Source: an optimization exercise on an open RTL-to-GDS flow (aim: small area, a short achievable clock period and few clock cycles per item). Production flows keep margins and buffers that such runs may drop.
Only simulation tests tie the RTL to the original design; equivalence was not proved.

==> flow/design.v (outline; a module is shown in full before it is edited, if it fits) <==
// module bc5_block_decoder: 1715 lines
// module sq24_csa: 564 lines
module bc5_block_decoder (
    input  wire         clk,
    input  wire         rst,
    input  wire         in_valid,
    output wire         in_ready,
    input  wire [63:0]  in_red,
    input  wire [63:0]  in_green,
    input  wire         in_normal,
    output wire         out_valid,
    input  wire         out_ready,
    output wire [383:0] out_rgb
);
  // ...
==> flow/run.sh <==
#!/bin/bash
# synth_recipe.tcl (not shown) runs the flow's synth.tcl, then flattens the netlist and writes it again
# the make line also repeats each setting of config.mk as NAME=value (left out here)
make -C /OpenROAD-flow-scripts/flow DESIGN_CONFIG=/design/flow/config.mk WORK_HOME=/design/flow/orfs CLKGATE_MAP_FILE= SYNTH_SCRIPT=/design/flow/synth_recipe.tcl finish
==> flow/config.mk <==
export PLATFORM = sky130hd
export DESIGN_NAME = bc5_block_decoder
export DESIGN_NICKNAME = bc5_block_decoder
export VERILOG_FILES = /design/flow/design.v
export SDC_FILE = /design/flow/constraint.sdc
export NUM_CORES = 4
export LEC_CHECK = 0
export ABC_AREA = 1
export CAP_MARGIN = 60
export CORE_MARGIN = 2
export CORE_UTILIZATION = 40
export SLEW_MARGIN = 85
==> flow/constraint.sdc <==
create_clock -name core_clock -period 16.0 [get_ports {clk}]
set_input_delay 3.2000 -clock core_clock [delete_from_list [all_inputs] [get_ports {clk}]]
set_output_delay 3.2000 -clock core_clock [all_outputs]
set_load 0.01 [all_outputs]
==> results.txt, run 1 <==
xor and xnor area share after synthesis 0.0441; WP data arrival 9.58 ns; worst hold path type reg2reg; count of mapped cells out of synthesis 17,800; type of origin of the critical path register; Inserted Diodes 8; area of the die 336,000 µm²; Cell Count Post-Placement 22,900; worst reg2reg path startpoint s13_t[24]; fraction of final layout cells sized beyond drive strength 1 0.225; source of the critical timing path s13_t[24]; endpoint of the most critical setup path s14_ra[16]; met1 global-route usage 0.287; Die Span X 580 µm; outcome finished clean; deepest level of the CTS H-tree 4; Crit path top cell by count sky130_fd_sc_hd__clkdlybuf4s50_1; cts hold-fix bufs 0; Routed Wire Length 386 mm; total area of sequential cells 47,000 µm²; area share of the largest cell type after synthesis 0.234; area taken by multi-input logic gates 91,500 µm²; Netlist cell types 90; number of sequential cells 2,064; # clock sinks 2,064; most common cell after layout, fill and taps aside sky130_fd_sc_hd__nand2_1; standard cell with the maximum stage delay on the critical path sky130_fd_sc_hd__clkdlybuf4s50_1; height of the die 580 µm; post-synthesis register bit count 2,064; multi-input combinational gate total 12,200; r2r worst-path depth 32; sum of negative setup slack 0 ns; Top Layer Used met5; unrepaired setup endpoints after global routing no; fraction of synthesis flops using an asynchronous set or reset pin 0; layer carrying the most global-route usage met2; number of clock buffers in the layout 301; CTS clk-pin slew, worst paths 0.06 ns; main combinational cell family by area after synthesis simple AND/OR/NAND/NOR gates; max reg flops 384; Buffers & Inverters on Critical Path 16
Testbench counts, summed over its fixed seeds: cycles 7,848, items 480.
==> run 2: changes to the inputs <==
--- a/flow/design.v
+++ b/flow/design.v
@@ -1317,18 +1317,17 @@
             end else if (ex == 6'd32 || ex == 6'd31) begin
                 f_nxA = {2'd1, ex, !ex[0] ? {1'b0, c[22:0]} : (~c[23:0] + 24'd1)};
             end else begin
                 shn = 6'd31 - ex;
                 ext = {c[23:0], 10'd0} >> shn;
                 q   = ext[33:10];
                 g   = ext[9];
                 st  = |ext[8:0];
-                qr  = {1'b0, q} + {24'd0, g & (st | q[0])};
-                dv  = 25'h1000000 - qr;
+                dv  = {1'b0, ~q} + {24'd0, !(g & (st | q[0]))};
                 f_nxA = {2'd2, 6'd31, dv[23:0]};
             end
         end
     endfunction
     function [30:0] f_nxB;
         input [31:0] v;
         begin
             case (v[31:30])
@@ -1392,17 +1391,91 @@
                 3'd3: cz = v[19];
                 3'd4: cz = v[20];
                 default: cz = 1'b0;
             endcase
             near = (rm == {9'd0, r, 1'b0}) && !r[0] && cz;
             f_isqF = v[21] ? 8'd127 + n0 + {7'd0, near} : 8'd127;
         end
     endfunction
-    localparam NST = 20;             
+    function [31:0] f_omA;
+        input [30:0] x;
+        reg [4:0]  shn;
+        reg [23:0] q;
+        reg        g, st;
+        reg [24:0] qr, dv;
+        reg [45:0] ext;
+        begin
+            if (!x[30] || x[29:24] == 6'd33) begin
+                f_omA = {2'd0, 6'd32, 24'h800000};
+            end else if (x[29:24] == 6'd32 || x[29:24] == 6'd31) begin
+                f_omA = {2'd1, x[29:24], !x[24] ? {1'b0, x[22:0]} : (~x[23:0] + 24'd1)};
+            end else begin
+                shn = 6'd31 - x[29:24];
+                ext = {x[23:0], 22'd0} >> shn;
+                q   = ext[45:22];
+                g   = ext[21];
+                st  = |ext[20:0];
+                dv  = {1'b0, ~q} + {24'd0, !(g & (st | q[0]))};
+                f_omA = {2'd2, 6'd31, dv[23:0]};
+            end
+        end
+    endfunction
+    function [17:0] f_isq4;
+        input [17:0] st;
+        input [7:0]  xb;
+        reg [7:0]  r;
+        reg [17:0] rm, tr;
+        integer i;
+        begin
+            r  = st[17:10];
+            rm = {8'd0, st[9:0]};
+            for (i = 3; i >= 0; i = i - 1) begin
+                rm = {rm[15:0], xb[2*i+1 -: 2]};
+                tr = {8'd0, r, 2'b01};
+                if (rm >= tr) begin
+                    rm = rm - tr;
+                    r  = {r[6:0], 1'b1};
+                end else begin
+                    r  = {r[6:0], 1'b0};
+                end
+            end
+            f_isq4 = {r, rm[9:0]};
+        end
+    endfunction
+    function [7:0] f_isqF1;
+        input [21:0] v;
+        input [17:0] h;
+        reg [7:0]  r;
+        reg [17:0] rm, tr;
+        reg [2:0]  dd;
+        reg        near, cz;
+        begin
+            r  = h[17:10];
+            rm = {6'd0, h[9:0], v[1:0]};
+            tr = {8'd0, r, 2'b01};
+            if (rm >= tr) begin
+                rm = rm - tr;
+                r  = {r[6:0], 1'b1};
+            end else begin
+                r  = {r[6:0], 1'b0};
+            end
+            dd = f_dtab(r[7:1]);
+            case (dd)
+                3'd1: cz = v[17];
+                3'd2: cz = v[18];
+                3'd3: cz = v[19];
+                3'd4: cz = v[20];
+                default: cz = 1'b0;
+            endcase
+            near = (rm == {9'd0, r, 1'b0}) && !r[0] && cz;
+            f_isqF1 = v[21] ? 8'd127 + {1'b0, r[7:1]} + {7'd0, r[0] | near} : 8'd127;
+        end
+    endfunction
+    localparam NST = 21;             
     reg  [3:0]   fidx;               
     reg          fsrc;               
     reg  [1:0]   outst;              
     reg  [4:0]   cap;                
     reg  [63:0]  ir_red, ir_green;
     reg          ir_normal;
     reg  [NST-1:0] vld;
     reg  [383:0] out_sr;
@@ -1595,32 +1668,32 @@
     endfunction
     reg [30:0] s8_c_r, s8_c_g;
     reg        s8_nm;
     always @(posedge clk) begin
         s8_c_r <= f_cfin(s7_s_r, s7_d_r, s7_k_r);
         s8_c_g <= f_cfin(s7_s_g, s7_d_g, s7_k_g);
         s8_nm  <= s7_nm;
     end
-    reg [7:0]  s9_q_r, s9_q_g;
+    reg [30:0] s9_c_r, s9_c_g;
     reg [31:0] s9_n_r, s9_n_g;
     reg        s9_nm;
     always @(posedge clk) begin
-        s9_q_r <= f_quant2(s8_c_r);
-        s9_q_g <= f_quant2(s8_c_g);
+        s9_c_r <= s8_c_r;
+        s9_c_g <= s8_c_g;
         s9_n_r <= f_nxA(s8_c_r);
         s9_n_g <= f_nxA(s8_c_g);
         s9_nm  <= s8_nm;
     end
     reg [7:0]  s10_q_r, s10_q_g;
     reg [30:0] s10_n_r, s10_n_g;
     reg        s10_nm;
     always @(posedge clk) begin
-        s10_q_r <= s9_q_r;
-        s10_q_g <= s9_q_g;
+        s10_q_r <= f_quant2(s9_c_r);
+        s10_q_g <= f_quant2(s9_c_g);
         s10_n_r <= f_nxB(s9_n_r);
         s10_n_g <= f_nxB(s9_n_g);
         s10_nm  <= s9_nm;
     end
     wire [47:0] sq_s_r, sq_c_r, sq_s_g, sq_c_g;
     sq24_csa u_sq_r (.x(s10_n_r[23:0]), .s(sq_s_r), .c(sq_c_r));
     sq24_csa u_sq_g (.x(s10_n_g[23:0]), .s(sq_s_g), .c(sq_c_g));
     wire [22:0] sq_l_r = {1'b0, sq_s_r[21:0]} + {1'b0, sq_c_r[21:0]};
@@ -1651,72 +1724,83 @@
     always @(posedge clk) begin
         s12_q_r <= s11_q_r;
         s12_q_g <= s11_q_g;
         s12_x   <= f_sqr_fin2(s11_n_r, sq_h_r);
         s12_y   <= f_sqr_fin2(s11_n_g, sq_h_g);
         s12_nm  <= s11_nm;
     end
     reg [7:0]  s13_q_r, s13_q_g;
-    reg [30:0] s13_t, s13_y;
+    reg [31:0] s13_ta;
+    reg [30:0] s13_y;
     reg        s13_nm;
     always @(posedge clk) begin
         s13_q_r <= s12_q_r;
         s13_q_g <= s12_q_g;
-        s13_t   <= f_om2(s12_x);
+        s13_ta  <= f_omA(s12_x);
         s13_y   <= s12_y;
         s13_nm  <= s12_nm;
     end
     reg [7:0]  s14_q_r, s14_q_g;
-    reg [33:0] s14_ra;
+    reg [30:0] s14_t, s14_y;
     reg        s14_nm;
     always @(posedge clk) begin
         s14_q_r <= s13_q_r;
         s14_q_g <= s13_q_g;
-        s14_ra  <= f_rad_a(s13_t, s13_y);
+        s14_t   <= f_nxB(s13_ta);
+        s14_y   <= s13_y;
         s14_nm  <= s13_nm;
     end
     reg [7:0]  s15_q_r, s15_q_g;
-    reg [31:0] s15_rad;
+    reg [33:0] s15_ra;
     reg        s15_nm;
     always @(posedge clk) begin
         s15_q_r <= s14_q_r;
         s15_q_g <= s14_q_g;
-        s15_rad <= f_rad_b(s14_ra);
+        s15_ra  <= f_rad_a(s14_t, s14_y);
         s15_nm  <= s14_nm;
     end
     reg [7:0]  s16_q_r, s16_q_g;
-    reg [21:0] s16_b;
+    reg [31:0] s16_rad;
     reg        s16_nm;
     always @(posedge clk) begin
         s16_q_r <= s15_q_r;
         s16_q_g <= s15_q_g;
-        s16_b   <= f_blue_a(s15_rad[31], s15_rad[30:0]);
+        s16_rad <= f_rad_b(s15_ra);
         s16_nm  <= s15_nm;
     end
-    reg [7:0]  s17_q_r, s17_q_g, s18_q_r, s18_q_g;
-    reg [21:0] s17_b, s18_b;
-    reg [17:0] s17_h, s18_h;
-    reg        s17_nm, s18_nm;
+    reg [7:0]  s17_q_r, s17_q_g;
+    reg [21:0] s17_b;
+    reg        s17_nm;
     always @(posedge clk) begin
         s17_q_r <= s16_q_r;
         s17_q_g <= s16_q_g;
-        s17_b   <= s16_b;
-        s17_h   <= f_isq3(18'd0, s16_b[15:10]);
+        s17_b   <= f_blue_a(s16_rad[31], s16_rad[30:0]);
         s17_nm  <= s16_nm;
+    end
+    reg [7:0]  s18_q_r, s18_q_g, s19_q_r, s19_q_g;
+    reg [21:0] s18_b, s19_b;
+    reg [17:0] s18_h, s19_h;
+    reg        s18_nm, s19_nm;
+    always @(posedge clk) begin
         s18_q_r <= s17_q_r;
         s18_q_g <= s17_q_g;
         s18_b   <= s17_b;
-        s18_h   <= f_isq3(s17_h, s17_b[9:4]);
+        s18_h   <= f_isq4(18'd0, s17_b[15:8]);
         s18_nm  <= s17_nm;
+        s19_q_r <= s18_q_r;
+        s19_q_g <= s18_q_g;
+        s19_b   <= s18_b;
+        s19_h   <= f_isq3(s18_h, s18_b[7:2]);
+        s19_nm  <= s18_nm;
     end
-    reg [23:0] s19_res;
+    reg [23:0] s20_res;
     always @(posedge clk)
-        s19_res <= {s18_nm ? f_isqF(s18_b, s18_h) : 8'd0, s18_q_g, s18_q_r};
-    wire [23:0] res = s19_res;
+        s20_res <= {s19_nm ? f_isqF1(s19_b, s19_h) : 8'd0, s19_q_g, s19_q_r};
+    wire [23:0] res = s20_res;
 endmodule
 module sq24_csa (
     input  wire [23:0] x,
     output wire [47:0] s,
     output wire [47:0] c
 );
     wire w1 = (x[0] & x[17]) ^ (x[1] & x[16]);
     wire w2 = (x[0] & x[17]) & (x[1] & x[16]);
==> flow/config.mk (replaced) <==
export PLATFORM = sky130hd
export DESIGN_NAME = bc5_block_decoder
export DESIGN_NICKNAME = bc5_block_decoder
export VERILOG_FILES = /design/flow/design.v
export SDC_FILE = /design/flow/constraint.sdc
export NUM_CORES = 4
export LEC_CHECK = 0
export ABC_AREA = 1
export CAP_MARGIN = 40
export CORE_MARGIN = 2
export CORE_UTILIZATION = 40
export SLEW_MARGIN = 60
==> run 2 against run 1 <==
Cell count decreased by 3.2%; cell area decreased by 14%; sequential share of layout area increased by 5.7 points; critical path type unchanged; synthesized cell count about the same; worst hold slack improved by 0.00076 ns.
==> results.txt, run 2 <==
Die Span X 583 µm (was 580 µm); number of cell rows 212 (was 211); worst hold path type reg2reg (unchanged); buffers inserted during post-CTS setup optimization 0 (unchanged); placeable core region 334,000 µm² (was 330,000 µm²); post_cts resized 0 (unchanged); drt first-iter violations 7,844 (was 7,579); standard cell with the maximum stage delay on the critical path sky130_fd_sc_hd__inv_1 (was sky130_fd_sc_hd__clkdlybuf4s50_1); Synth area leaders sky130_fd_sc_hd__dfxtp_1, sky130_fd_sc_hd__nand2_1, sky130_fd_sc_hd__edfxtp_1 (was sky130_fd_sc_hd__dfxtp_1, sky130_fd_sc_hd__edfxtp_1, sky130_fd_sc_hd__nand2_1); required time of the critical path 16.81 ns (was 16.85 ns); start point of the worst min-delay path s6_s_g[18] (was s4_s_r[24]); GRT overflow 0 (unchanged); type of origin of the critical path register (unchanged); final critical delay including setup and external delays 7.32 ns (was 8.73 ns); Largest stage delay, worst path 0.54 ns (was 0.53 ns); most common cell in the netlist sky130_fd_sc_hd__nand2_1 (unchanged); final estimated routing congestion in global placement 0.904 (was 0.922); Routed Wire Length 359 mm (was 386 mm); aggregate global-route resource usage 0.206 (was 0.220); # DRC 0 (unchanged); synthesized cell area 134,000 µm² (was 133,000 µm²); via count of the first global-routing pass 107,000 (was 115,000); CTS clk-pin slew, worst paths 0.06 ns (about the same); most instantiated flip-flop cell in the synthesis netlist sky130_fd_sc_hd__dfxtp_1 (unchanged); outcome finished clean (unchanged); Crit path top cell by count sky130_fd_sc_hd__nand2_1 (was sky130_fd_sc_hd__clkdlybuf4s50_1); CTS root buffer sky130_fd_sc_hd__clkbuf_16 (unchanged); source-to-sink clock delay at the later pin of the worst-skew pair 0.95 ns (was 0.93 ns); Post-DRT Antenna Nets 0 (unchanged); unrepaired setup endpoints after global routing no (unchanged); maximum number of buffers from clock root to sink 4 (unchanged); r2r worst-path depth 37 (was 32); most common cell after layout, fill and taps aside sky130_fd_sc_hd__nand2_1 (unchanged); max reg flops 384 (unchanged); critical-path maximum fanout 20 (was 18); fin worst setup slack 8.68 ns (was 7.27 ns); Initial Utilization 0.402 (about the same); worst reg2reg path startpoint s18_h[10] (was s13_t[24]); sum of negative setup slack 0 ns (unchanged); deepest level of the CTS H-tree 4 (unchanged); Tcrit/Tclk final 0.458 (was 0.545); pin count of the biggest net entering global routing 111 (was 34); detailed-route vias per instance 4.96 (was 5.08); count of pins on the block boundary 519 (unchanged); total clock buffers created by CTS 241 (was 225); achievable frequency 137 MHz (was 115 MHz); library cell occupying the most area in the post-synthesis netlist sky130_fd_sc_hd__dfxtp_1 (unchanged); Final #Nets 19,400 (was 20,300); Netlist cell types 88 (was 90); highest-count cells in the layout ignoring fill and taps sky130_fd_sc_hd__nand2_1, sky130_fd_sc_hd__inv_1, sky130_fd_sc_hd__o21ai_0 (was sky130_fd_sc_hd__nand2_1, sky130_fd_sc_hd__inv_1, sky130_fd_sc_hd__dfxtp_1); source of the critical timing path s18_h[10] (was s13_t[24]); detailed-router iteration count before antenna repair 8 (was 9); initial antenna violation count 21 (unchanged); worst setup slack after placement 8.78 ns (was 7.45 ns); top cells by count, synth sky130_fd_sc_hd__nand2_1, sky130_fd_sc_hd__inv_1, sky130_fd_sc_hd__o21ai_0 (unchanged); Slew Limit Fails 0 (unchanged); area share of the largest cell type after synthesis 0.250 (was 0.234); area of the die 340,000 µm² (was 336,000 µm²); WP data arrival 8.14 ns (was 9.58 ns); WL/cell 15.8 µm (was 16.5 µm); worst hold path cell count 0 (unchanged); endpoints failing setup 0 (unchanged); Clock Skews 0.0670 ns (was 0.0690 ns); total area of sequential cells 49,000 µm² (was 47,000 µm²); Hold Violations, Final 0 (unchanged); number of flops mapped to enable cells by yosys 513 (unchanged); Largest regs out_sr x384, ir_green x64, ir_red x64 (unchanged); area taken by multi-input logic gates 72,200 µm² (was 91,500 µm²); sequential fraction of the synthesis area 0.365 (was 0.350); total of max-cap violations 0 (unchanged); detailed placement HPWL 277 mm (was 302 mm); number of fill cells in the layout 33,600 (was 29,900); total vias in the final route 113,000 (was 119,000); height of the die 583 µm (was 580 µm); Ys Warns 5 (unchanged); fraction of synthesis flops using an asynchronous set or reset pin 0 (unchanged); clock tree from TritonCTS built (unchanged); # clock sinks 2,192 (was 2,064); count of mapped cells out of synthesis 17,800 (about the same); largest register by flop count out_sr (unchanged); post-synthesis register bit count 2,192 (was 2,064); Area Growth Syn to Fin 13.8% (was 34.2%); cts hold-fix bufs 0 (unchanged); relative max-transition margin 0.569; Avg Cell Area, Syn 7.56 µm² (was 7.48 µm²); # port buffers 518 (unchanged); type of the setup path with the least slack reg2reg (unchanged); measured slew at the worst slew-check pin 0.640 ns; fraction of final layout cells sized beyond drive strength 1 0.0520 (was 0.225); Critical Path End Type register (unchanged); global-route wire length before repair 573 mm (was 612 mm)
-- run 2: area by class of cell --
type,instances,area share
clock buffers,328,0.0453
diodes,5,0.0000819
well taps,4387,0.0359
inverters,2959,0.0729
clock inverters,123,0.00965
repair buffers,665,0.0427
flip-flops and latches,2192,0.321
multi-input cells,12000,0.473
-- run 2: critical path, delay by kind of cell, from the launching register on --
kind,cells,cell delay (ns)
adder cells (fa/ha/maj),4,1.29
AND/OR/NAND/NOR,18,2.42
AO/OA/AOI/OAI,10,1.66
buffers and inverters,5,1.32
flip-flops,1,0.50
-- run 2: layer usage --
layer | GRT usage | wire [µm]
met1 | 0.264 | 160000
met2 | 0.357 | 169000
met3 | 0.0280 | 18900
met4 | 0.0613 | 10500
met5 | 0 | 203
-- run 2: worst paths after layout --
check	to	slack [ns]
setup reg to reg	register	8.68
hold reg to reg	s7_s_g[18]	0.30
hold / removal	s7_s_g[18]	0.30
setup / recovery	register	8.68
-- run 2: logic make-up (layout without fill, tap and decap cells) --
group | after synthesis | in the layout | synth area share
and+or+nand+nor | 6797 | 6797 | 0.210
buffers and inverters | 3536 | 4075 | 0.100
AOI/OAI and AO/OA | 3235 | 3235 | 0.135
DFF | 2192 | 2192 | 0.365
adders and majority gates | 1184 | 1184 | 0.135
xor gates and xnor gates | 673 | 673 | 0.0439
muxes | 136 | 136 | 0.0102
other | 1 | 7 | 0.0000279
-- run 2: metrics by stage --
stage	utilization	area, µm²	hold slack (ns)	cells
after CTS	0.457	152000	0.303	22700
after detailed placement	0.432	144000	0.312	22200
after global routing	0.458	153000	0.311	22700
after global placement	0.430	144000	0.310	22200
after floorplan	-	134000	0.310	17800
final	0.458	153000	0.296	22700
Testbench counts of run 2, summed over its fixed seeds: cycles 7,856, items 480.

port drivers added, routing unchanged:
No port has a modelled driver above. Below, the same layouts with a new extraction and two added sets of constraints. Step 1 assumes that a clkbuf_16 drives the clock port and a buf_2 every other input. Step 2 also shifts input and output timing later by t, the mid clock arrival at the registers, as if the neighbouring blocks saw the same clock. a / b / c = ideal ports / drivers / drivers and shift; a / b = the first two.
run	shift t [ns]	setup WS [ns]	worst setup path at the end	latest minus earliest clock arrival (ns)	slew at the worst register clock pin (ns)
run 1	1.002	7.273 / 7.273 / 7.273	register to register	0.076 / 0.077	0.07 / 0.07
run 2	1.022	8.676 / 8.676 / 8.676	register to register	0.080 / 0.079	0.08 / 0.08
After both steps setup and hold are still met in every run listed.
